Context: an optimization exercise on an open-source flow, tuned for small area. The choices shown serve that exercise and are no tape-out recipe. In this exercise RTL edits were held to simulation tests only and were not proved equivalent to the original. Power is estimated from default activity; no workload was simulated.

===== flow/constraint.sdc =====
create_clock -name core_clock -period 10.0 [get_ports {clk}]
set_input_delay 2.0000 -clock core_clock [delete_from_list [all_inputs] [get_ports {clk}]]
set_output_delay 2.0000 -clock core_clock [all_outputs]
set_load 0.01 [all_outputs]

===== flow/run.sh =====
#!/bin/bash
# synth_recipe.tcl (not shown) runs the flow's synth.tcl, then flattens the netlist and writes it again
# the make line also repeats each setting of config.mk as NAME=value (left out here)
make -C /OpenROAD-flow-scripts/flow DESIGN_CONFIG=/design/flow/config.mk WORK_HOME=/design/flow/orfs CLKGATE_MAP_FILE= SYNTH_SCRIPT=/design/flow/synth_recipe.tcl finish

===== flow/design.v =====
module pxar_softtbm_decoder (
    input  wire        clk,
    input  wire        rst,             
    input  wire        cfg_invert,      
    input  wire        cfg_readback,    
    input  wire [7:0]  cfg_chain_len,   
    input  wire [7:0]  cfg_chain_off,   
    input  wire        in_valid,
    input  wire [15:0] in_word,
    output reg         pix_valid,
    output wire [7:0]  pix_roc,
    output wire [5:0]  pix_col,
    output wire [6:0]  pix_row,
    output wire [7:0]  pix_value,
    output reg         evt_valid,
    output reg         evt_keep,
    output reg  [15:0] evt_header,
    output reg  [15:0] evt_trailer,
    output reg  [15:0] evt_errors,
    output reg         rb_valid,
    output wire [3:0]  rb_slot,
    output wire [15:0] rb_word,
    input  wire [4:0]  stat_sel,
    input  wire        stat_clear,
    output reg  [31:0] stat_data
);
    localparam [15:0] RAW_MAX = 16'd40000;
    wire in_is_hdr = (in_word[15:13] == 3'b101);
    wire in_is_trl = (in_word[15:13] == 3'b110) && (in_word[11:8] == 4'd0);
    reg        in_frame;
    reg        f_start_err;
    reg        f_ovf;
    reg [15:0] f_n;            
    reg [7:0]  f_h1;           
    reg [7:0]  f_h2;           
    reg        f_h2_ok;        
    reg [11:0] f_d1;           
    reg        f_d1_111;       
    reg [11:0] f_d2;           
    reg        f_d2_111;       
    reg        f_d2_110;       
    reg        c_pend;         
    wire app      = in_valid && in_frame && !in_is_hdr;
    wire room     = (f_n != RAW_MAX);
    wire app_room = app && room;
    wire body     = app_room && (f_n[15:2] != 14'd0);    
    wire end_hdr  = in_valid && in_frame && in_is_hdr;
    wire commit   = end_hdr || c_pend;
    always @(posedge clk) begin
        if (rst) begin
            in_frame    <= 1'b0;
            f_start_err <= 1'b0;
            c_pend      <= 1'b0;
        end else begin
            c_pend <= app && in_is_trl;
            if (in_valid && !in_frame && !in_is_hdr)
                f_start_err <= 1'b1;
            else if (commit)
                f_start_err <= 1'b0;
            if (in_valid && in_is_hdr) begin
                in_frame <= 1'b1;
                f_n      <= 16'd1;
                f_ovf    <= 1'b0;
                f_h1     <= in_word[7:0];
                f_d2     <= in_word[11:0];
                f_d2_111 <= 1'b0;
                f_d2_110 <= 1'b0;
            end else if (app) begin
                if (room) begin
                    f_n      <= f_n + 16'd1;
                    f_d1     <= f_d2;
                    f_d1_111 <= f_d2_111;
                    f_d2     <= in_word[11:0];
                    f_d2_111 <= (in_word[15:13] == 3'b111);
                    f_d2_110 <= (in_word[15:13] == 3'b110);
                    if (f_n == 16'd1) begin
                        f_h2    <= in_word[7:0];
                        f_h2_ok <= (in_word[15:13] == 3'b100);
                    end
                end else begin
                    f_ovf <= 1'b1;
                end
                if (in_is_trl)
                    in_frame <= 1'b0;
            end
        end
    end
    reg        s_hit;          
    reg [11:0] s_hit_a;        
    reg [10:0] s_hit_b;        
    reg [7:0]  s_nroc;         
    reg        s_nroc_big;     
    reg [14:0] s_address, s_pulse, s_corrupt;
    reg        s_anypix;
    wire [23:0] raw24 = {s_hit_a, f_d1};
    wire [2:0]  k_r2  = raw24[17:15] ^ {3{cfg_invert}};
    wire [2:0]  k_r1  = raw24[14:12] ^ {3{cfg_invert}};
    wire [2:0]  k_r0  = raw24[11:9]  ^ {3{cfg_invert}};
    wire [8:0]  k_r   = {6'd0, k_r2} * 9'd36 + {6'd0, k_r1} * 9'd6 + {6'd0, k_r0};
    wire [5:0]  k_c   = {3'd0, raw24[23:21]} * 6'd6 + {3'd0, raw24[20:18]};
    wire        k_pulse   = raw24[4];
    wire        k_corrupt = !k_pulse && (k_r[8:1] == 8'd0);
    wire        k_address = !k_pulse && !k_corrupt && ((k_r[8:1] > 8'd80) || (k_c >= 6'd26));
    wire        b_is_roc = (f_d1[11:2] == 10'b0111111110);
    wire        nroc_nz  = s_nroc_big || (s_nroc != 8'd0);
    always @(posedge clk) begin
        if (rst) begin
            pix_valid  <= 1'b0;
            s_hit      <= 1'b0;
            s_nroc     <= 8'd0;
            s_nroc_big <= 1'b0;
            s_address  <= 15'd0;
            s_pulse    <= 15'd0;
            s_corrupt  <= 15'd0;
            s_anypix   <= 1'b0;
        end else begin
            pix_valid <= 1'b0;
            if (commit) begin
                s_hit      <= 1'b0;
                s_nroc     <= 8'd0;
                s_nroc_big <= 1'b0;
                s_address  <= 15'd0;
                s_pulse    <= 15'd0;
                s_corrupt  <= 15'd0;
                s_anypix   <= 1'b0;
            end else if (body) begin
                if (s_hit) begin
                    s_hit   <= 1'b0;
                    s_hit_b <= {f_d1[11:5], f_d1[3:0]};
                    if (k_pulse)
                        s_pulse <= s_pulse + 15'd1;
                    else if (k_corrupt)
                        s_corrupt <= s_corrupt + 15'd1;
                    else if (k_address)
                        s_address <= s_address + 15'd1;
                    else begin
                        s_anypix  <= 1'b1;
                        pix_valid <= 1'b1;
                    end
                end else if (b_is_roc) begin
                    s_nroc <= s_nroc + 8'd1;
                    if (s_nroc == 8'd255)
                        s_nroc_big <= 1'b1;
                end else if (nroc_nz) begin
                    s_hit   <= 1'b1;
                    s_hit_a <= f_d1;
                end
            end
        end
    end
    wire [2:0] p_r2  = s_hit_a[5:3] ^ {3{cfg_invert}};
    wire [2:0] p_r1  = s_hit_a[2:0] ^ {3{cfg_invert}};
    wire [2:0] p_r0  = s_hit_b[10:8] ^ {3{cfg_invert}};
    wire [8:0] p_r   = {6'd0, p_r2} * 9'd36 + {6'd0, p_r1} * 9'd6 + {6'd0, p_r0};
    wire [5:0] p_c   = {3'd0, s_hit_a[11:9]} * 6'd6 + {3'd0, s_hit_a[8:6]};
    wire [7:0] p_row = 8'd80 - p_r[8:1];
    assign pix_roc   = cfg_chain_off + s_nroc - 8'd1;
    assign pix_col   = {p_c[4:0], p_r[0]};
    assign pix_row   = p_row[6:0];
    assign pix_value = s_hit_b[7:0];
    reg        rb_dirty [0:15];
    reg [4:0]  rb_cnt   [0:15];    
    reg [15:0] rb_shift [0:15];
    reg        rb_msb;             
    reg [31:0] stat_rb;
    wire       rb_step  = body && !s_hit && b_is_roc && cfg_readback &&
                          !s_nroc_big && (s_nroc[7:4] == 4'd0);
    wire [3:0] rb_k     = s_nroc[3:0];
    wire       rbs_mark = f_d1[1];
    wire [4:0] rbs_cnt  = rb_cnt[rb_k];
    wire       rbs_emit = rbs_mark && (rbs_cnt == 5'd16);
    wire       rbs_err  = rbs_mark && (rbs_cnt != 5'd16) && !rb_dirty[rb_k];
    wire [4:0] rbs_cnt0 = rbs_mark ? 5'd0 : rbs_cnt;
    wire [4:0] rbs_next = (rbs_cnt0 == 5'd17) ? 5'd17 : rbs_cnt0 + 5'd1;
    wire       c_fail;             
    wire       clr = rst || stat_clear;
    integer j;
    always @(posedge clk) begin
        for (j = 0; j < 16; j = j + 1) begin
            if (clr) begin
                rb_dirty[j] <= 1'b1;
                rb_cnt[j]   <= 5'd0;
            end else if (commit && c_fail) begin
                rb_dirty[j] <= 1'b1;
            end else if (rb_step && rb_k == j) begin
                if (rbs_mark)
                    rb_dirty[j] <= 1'b0;
                rb_cnt[j] <= rbs_next;
            end
            if (rb_step && rb_k == j)
                rb_shift[j] <= {rb_shift[j][14:0], f_d1[0]};
        end
        if (rb_step)
            rb_msb <= rb_shift[rb_k][15];
        if (rst)
            rb_valid <= 1'b0;
        else
            rb_valid <= rb_step && rbs_emit;
        if (clr)
            stat_rb <= 32'd0;
        else if (rb_step && rbs_err)
            stat_rb <= stat_rb + 32'd1;
    end
    assign rb_slot = s_nroc[3:0] - 4'd1;
    wire [15:0] rb_cur = rb_shift[rb_slot];
    assign rb_word = {rb_msb, rb_cur[15:1]};
    reg [31:0] st_words, st_empty, st_valid, st_start, st_stop, st_ovf, st_pkam;
    reg [31:0] st_tbmhdr, st_tbmtrl, st_rocmiss, st_notoken, st_incomplete;
    reg [31:0] st_address, st_pulse, st_corrupt;
    wire c_short   = (f_n[15:2] == 14'd0);
    wire c_hdr_bad = !f_h2_ok;
    wire c_trl_bad = !f_d1_111 || !f_d2_110;
    wire c_ntp     = f_d1[7];
    wire c_pkam    = f_d2[6];
    wire c_fail_pkam  = c_pkam && c_ntp;
    wire c_fail_token = !c_pkam && c_ntp && nroc_nz;
    wire c_fail_miss  = !c_ntp && (s_nroc_big || (s_nroc != cfg_chain_len));
    assign c_fail     = !c_short && (c_fail_pkam || c_fail_token || c_fail_miss);
    wire c_keep       = !c_short && !(c_fail_pkam || c_fail_token || c_fail_miss);
    always @(posedge clk) begin
        if (rst) begin
            evt_valid <= 1'b0;
        end else begin
            evt_valid <= commit;
        end
        if (commit) begin
            evt_keep    <= c_keep;
            evt_header  <= c_keep ? {f_h1, f_h2} : 16'd0;
            evt_trailer <= c_keep ? {f_d1[7:0], f_d2[7:0]} : 16'd0;
            evt_errors  <= c_keep ? {1'b0, s_address + s_pulse + s_corrupt + {14'd0, s_hit}} : 16'd0;
        end
    end
    always @(posedge clk) begin
        if (clr) begin
            st_words <= 32'd0;  st_empty <= 32'd0;   st_valid <= 32'd0;
            st_start <= 32'd0;  st_stop <= 32'd0;    st_ovf <= 32'd0;
            st_pkam <= 32'd0;   st_tbmhdr <= 32'd0;  st_tbmtrl <= 32'd0;
            st_rocmiss <= 32'd0; st_notoken <= 32'd0; st_incomplete <= 32'd0;
            st_address <= 32'd0; st_pulse <= 32'd0;  st_corrupt <= 32'd0;
        end else if (commit) begin
            st_words <= st_words + {16'd0, f_n};
            if (f_start_err) st_start <= st_start + 32'd1;
            if (end_hdr)     st_stop  <= st_stop + 32'd1;
            if (f_ovf)       st_ovf   <= st_ovf + 32'd1;
            if (c_short || c_hdr_bad) st_tbmhdr <= st_tbmhdr + 32'd1;
            if (c_short || c_trl_bad) st_tbmtrl <= st_tbmtrl + 32'd1;
            if (s_hit) st_incomplete <= st_incomplete + 32'd1;
            st_address <= st_address + {17'd0, s_address};
            st_pulse   <= st_pulse + {17'd0, s_pulse};
            st_corrupt <= st_corrupt + {17'd0, s_corrupt};
            if (!c_short) begin
                if (c_fail_pkam)       st_pkam    <= st_pkam + 32'd1;
                else if (c_fail_token) st_notoken <= st_notoken + 32'd1;
                else if (c_fail_miss)  st_rocmiss <= st_rocmiss + 32'd1;
                else if (s_anypix)     st_valid   <= st_valid + 32'd1;
                else                   st_empty   <= st_empty + 32'd1;
            end
        end
    end
    always @(*) begin
        case (stat_sel)
            5'd0:  stat_data = st_words;
            5'd1:  stat_data = st_empty;
            5'd2:  stat_data = st_valid;
            5'd3:  stat_data = st_start;
            5'd4:  stat_data = st_stop;
            5'd5:  stat_data = st_ovf;
            5'd7:  stat_data = st_pkam;
            5'd12: stat_data = st_tbmhdr;
            5'd13: stat_data = st_tbmtrl;
            5'd15: stat_data = st_rocmiss;
            5'd16: stat_data = st_notoken;
            5'd17: stat_data = stat_rb;
            5'd18: stat_data = st_incomplete;
            5'd19: stat_data = st_address;
            5'd20: stat_data = st_pulse;
            5'd21: stat_data = st_corrupt;
            default: stat_data = 32'd0;
        endcase
    end
endmodule

===== flow/config.mk =====
export PLATFORM = sky130hd
export DESIGN_NAME = pxar_softtbm_decoder
export DESIGN_NICKNAME = pxar_softtbm_decoder
export VERILOG_FILES = /design/flow/design.v
export SDC_FILE = /design/flow/constraint.sdc
export NUM_CORES = 4
export LEC_CHECK = 0
export CAP_MARGIN = 20
export CORE_MARGIN = 2
export CORE_UTILIZATION = 40
export SLEW_MARGIN = 20

==> run notes <==
-- power by group --
part           switching [W]  leakage [nW]  internal [W]  total, W
registers         0.00000455          8.87       0.00444   0.00445
logic               0.000185          8.82      0.000110  0.000296
clock network        0.00185          1.90       0.00250   0.00435
-- final timing paths --
check                            from                         to  slack, ns
max                        cfg_invert                 pix_row[6]       1.44
min          rb_shift[4][0]$_DFFE_PP_   rb_shift[4][1]$_DFFE_PP_       0.42
min reg2reg  rb_shift[4][0]$_DFFE_PP_   rb_shift[4][1]$_DFFE_PP_       0.42
max reg2reg      s_hit_a[2]$_DFFE_PP_  s_address[7]$_SDFFE_PN0P_       5.04
-- per-stage QoR --
stage	cells	power, W	hold WS, ns
2_1_floorplan	5384	0.00472	0.400
3_3_place_gp	7013	0.00483	0.401
3_5_place_dp	7013	0.00484	0.406
4_1_cts	7230	0.00917	0.416
5_1_grt	7231	0.00936	0.424
6_report	7231	0.00910	0.416
-- logic make-up (layout without fill, tap and decap cells) --
logic type,count (synthesis),in the layout,share of synthesized area [%]
adders and majority gates,156,156,4.15
xor gates and xnor gates,444,444,7.54
DFF,1059,1059,48.7
AOI/OAI and AO/OA,1113,1113,14.6
and+or+nand+nor,2098,2098,20.2
other,1,1,0.00728
buffers and inverters,445,630,3.44
muxes,68,68,1.40
-- routing by layer --
| layer | vias up | share of wire [%] |
|---|---|---|
| li1 | 19900 | - |
| met1 | 20900 | 43 |
| met5 | - | 0.0042 |
| met3 | 253 | 8.6 |
| met2 | 1690 | 46 |
| met4 | 2 | 3.0 |
-- cells in the mapped netlist (all sizes together), types with 29 or more instances --
cell type / n
xnor2: 203
nor2: 597
or3: 136
a222oi: 36
o21ai: 236
and3: 189
and2: 42
a21oi: 273
buf: 42
a221oi: 98
a22o: 71
nor3: 84
a21o: 45
and4: 40
nand4: 140
edfxtp: 389
nor4: 46
ha: 131
dfxtp: 670
inv: 152
nand2: 421
clkbuf: 251
nor2b: 29
nand3: 280
mux2i: 63
xor2: 241
a211oi: 44
a22oi: 148
-- worst register-to-register path, cell delays in order, from the launching register on --
cell	delay, ns
edfxtp_1	0.38
xnor2_1	0.23
inv_1	0.11
ha_1	0.30
inv_1	0.04
ha_1	0.29
inv_1	0.06
fa_1	0.46
xnor2_1	0.46
nand2b_1	0.18
or4_1	0.47
o41ai_2	0.66
o211ai_2	0.45
or4_1	0.62
a21oi_1	0.17
-- cell type report --
| type | count | area, um^2 | share of cell area, % |
|---|---|---|---|
| sequential | 1059 | 25100 | 42.6 |
| multi-input combinational | 3880 | 24900 | 42.2 |
| clock buffer | 173 | 3440 | 5.84 |
| timing repair buffer | 261 | 2410 | 4.09 |
| tap | 1662 | 2080 | 3.53 |
| inverter | 152 | 573 | 0.973 |
| clock inverter | 44 | 433 | 0.735 |
==> summary.txt <==
Timing
  – Final hold viol count: 0
  – Minimum clock period: 8.56 ns
  – RSZ-0062 raised after global routing: false
  – Crit share post-route: between 80% and 90%
  – Setup violators final: 0
  – Setup ws final: ~1.4 ns
  – Setup Total Neg Slack: 0 ns
  – Final Max Tran Viols: 0
  – Peak Freq: 117 MHz
  – Clock skew: 0.0375 ns
  – Worst Tran Pin Value: 1.11 ns
  – Slew Limit Headroom: between 20% and 30%

Route
  – Final wirelength: approximately 170 mm
  – Vias per cell: about 6
  – Wirelength per Cell: 23.2 um
  – DRC violations left: 0
  – DR vias: between 40k and 50k
  – First DRT Iteration DRCs: around 4.9k
  – Remaining antenna violation count after routing: 0
  – Drt first pass iters: 7

Global routing
  – Grt peak-use layer: met2
  – Pin count of the biggest net entering global routing: between 150 and 200
  – Global-route wire length before repair: 251 mm
  – GR Layer Usage met2: around two fifths
  – Overflow after GRT: 0
  – Total track usage: around 25%
  – Vias in the first global route: 39.8k
  – Initial antenna violation count: 3
  – Met1 GRT Util: approximately 34%
  – GR Layer Usage met3: between 4 and 5%

Logic synthesis
  – Leading area contributor after synthesis: dfxtp_1
  – Synth Cell Area: around 52000 um^2
  – Cells after Synth: 5384
  – Post-synth top area share: about a quarter
  – Sequential area share after synthesis: 48.7%
  – Syn nets: 5583
  – Avg Cell Area, Syn: ~9.6 um^2
  – Post-synth EDFFs: 389
  – Ys flop type: dfxtp_1
  – Synth Warn #: 4
  – Unique masters post-synth: between 90 and 100
  – Dominant cells by area after synthesis: dfxtp_1 26%, edfxtp_1 23%, nor2_1 4.3%
  – Flop and latch count out of synthesis: roughly 1.1k
  – Asr flop ratio synth: 0%

Clock network
  – CTS sink count: 1059
  – Number of buffers created by CTS: around 120
  – Clk Tree Root Cell: clkbuf_16
  – CTS tree: built
  – Post-cts hold buffer count: 0
  – Clock Latency Late Sink: about 0.76 ns
  – Clock slew at reported path FFs: ~0.06 ns
  – Post-CTS sizing: 0
  – Postcts setup bufs: 0
  – CTS Buffer Depth: 3
  – H-tree depth reported by CTS: 3

Critical path
  – Top delay family on crit path: buffers and inverters
  – Kind of critical path: input pin to primary output
  – Crit path depth: 17
  – Data required, critical path: approximately 8.0 ns
  – Crit path largest cell delay: 0.71 ns
  – R2R depth: 14
  – Startpoint Class: input pin
  – Critical Path Sink Type: primary output
  – Critical path data arrival time: 6.56 ns
  – Critical path peak fanout: 11
  – CP max-delay cell: clkdlybuf4s50_1
  – Worst path cell trace: clkdlybuf4s50_1, xnor2_1, inv_1, ha_1, inv_1, ha_1, o21ai_0, ha_1, and3_1, o21ai_0, nand2_1, nand2_1, o21ai_0, a221o_1, a32oi_1, xnor2_1, clkdlybuf4s50_1
  – CP bufs+invs: 4

Place
  – Post-Place Cell Area: ~55000 um^2
  – Post-DP HPWL: 119 mm
  – Port Buffers: approximately 170
  – Pre-CTS setup slack: between 1 and 1.5 ns
  – GPL Wtd Cong: between 0.9 and 1

Finish
  – P&R area growth vs syn: 14.3%
  – Number of flip-flops in the largest register: approximately 260
  – Fin area: just under 60000 um^2
  – Commonest non-fill, non-tap cells in the layout: 670 x dfxtp_1, 585 x nor2_1, 421 x nand2_1
  – Commonest non-fill, non-tap cell in the layout: dfxtp_1
  – Final core utilization: a little under half
  – Largest Register: rb_shift
  – Top flop regs: rb_shift x256, rb_cnt x80
  – Diode count: 0
  – Final #Nets: around 5.7k
  – Fraction of layout cells with a size suffix above 1: under 10%
  – Fill cells: ~12k

Floorplan
  – Initial Util: 40.4%
  – Cell Rows: about 130
  – Die area: about 130000 um^2
  – Die Y: between 300 and 400 um
  – Die Wd: roughly 360 um
  – Core ar.: 128000 um^2
  – Io pins: about 180

Outcome
  – Outcome: finished clean

Power
  – Cell area power density: ~150 nW/um^2
  – P_leak: 19.6 nW
  – Max rail drop VDD: approximately 0.00014 V

Worst hold path
  – Hold depth: 0
  – Hold Crit Class: flop to flop

Run
  – Max cap viols: 0

-- separate check: timing with driven ports --
How much do the figures lean on ideal ports? The routed layout below was timed once more, with nothing changed but the port constraints.
Step 1 (the two cells are an assumption about what drives the block):
set clk [get_ports {clk}]
set_driving_cell -lib_cell sky130_fd_sc_hd__clkbuf_16 $clk
set_driving_cell -lib_cell sky130_fd_sc_hd__buf_2 [delete_from_list [all_inputs] $clk]
Step 2, shift: input delay + t, output delay - t, t = (earliest + latest rising clock arrival at the registers) / 2. This alone moves slack from input paths to output paths.
Slacks: ideal / step 1 / step 2; pairs: ideal / step 1.
shift t [ns]: 0.819
setup WS [ns]: 1.437 / 1.415 / 1.415
hold WS [ns]: 0.416 / 0.416 / 0.416
latest minus earliest clock arrival (ns): 0.038 / 0.038
worst slew at a driven data input, ns: 0.07
After both steps setup and hold are still met in this run. For this run, drivers alone change the setup slack by -0.022 ns; drivers and shift together by -0.022 ns.
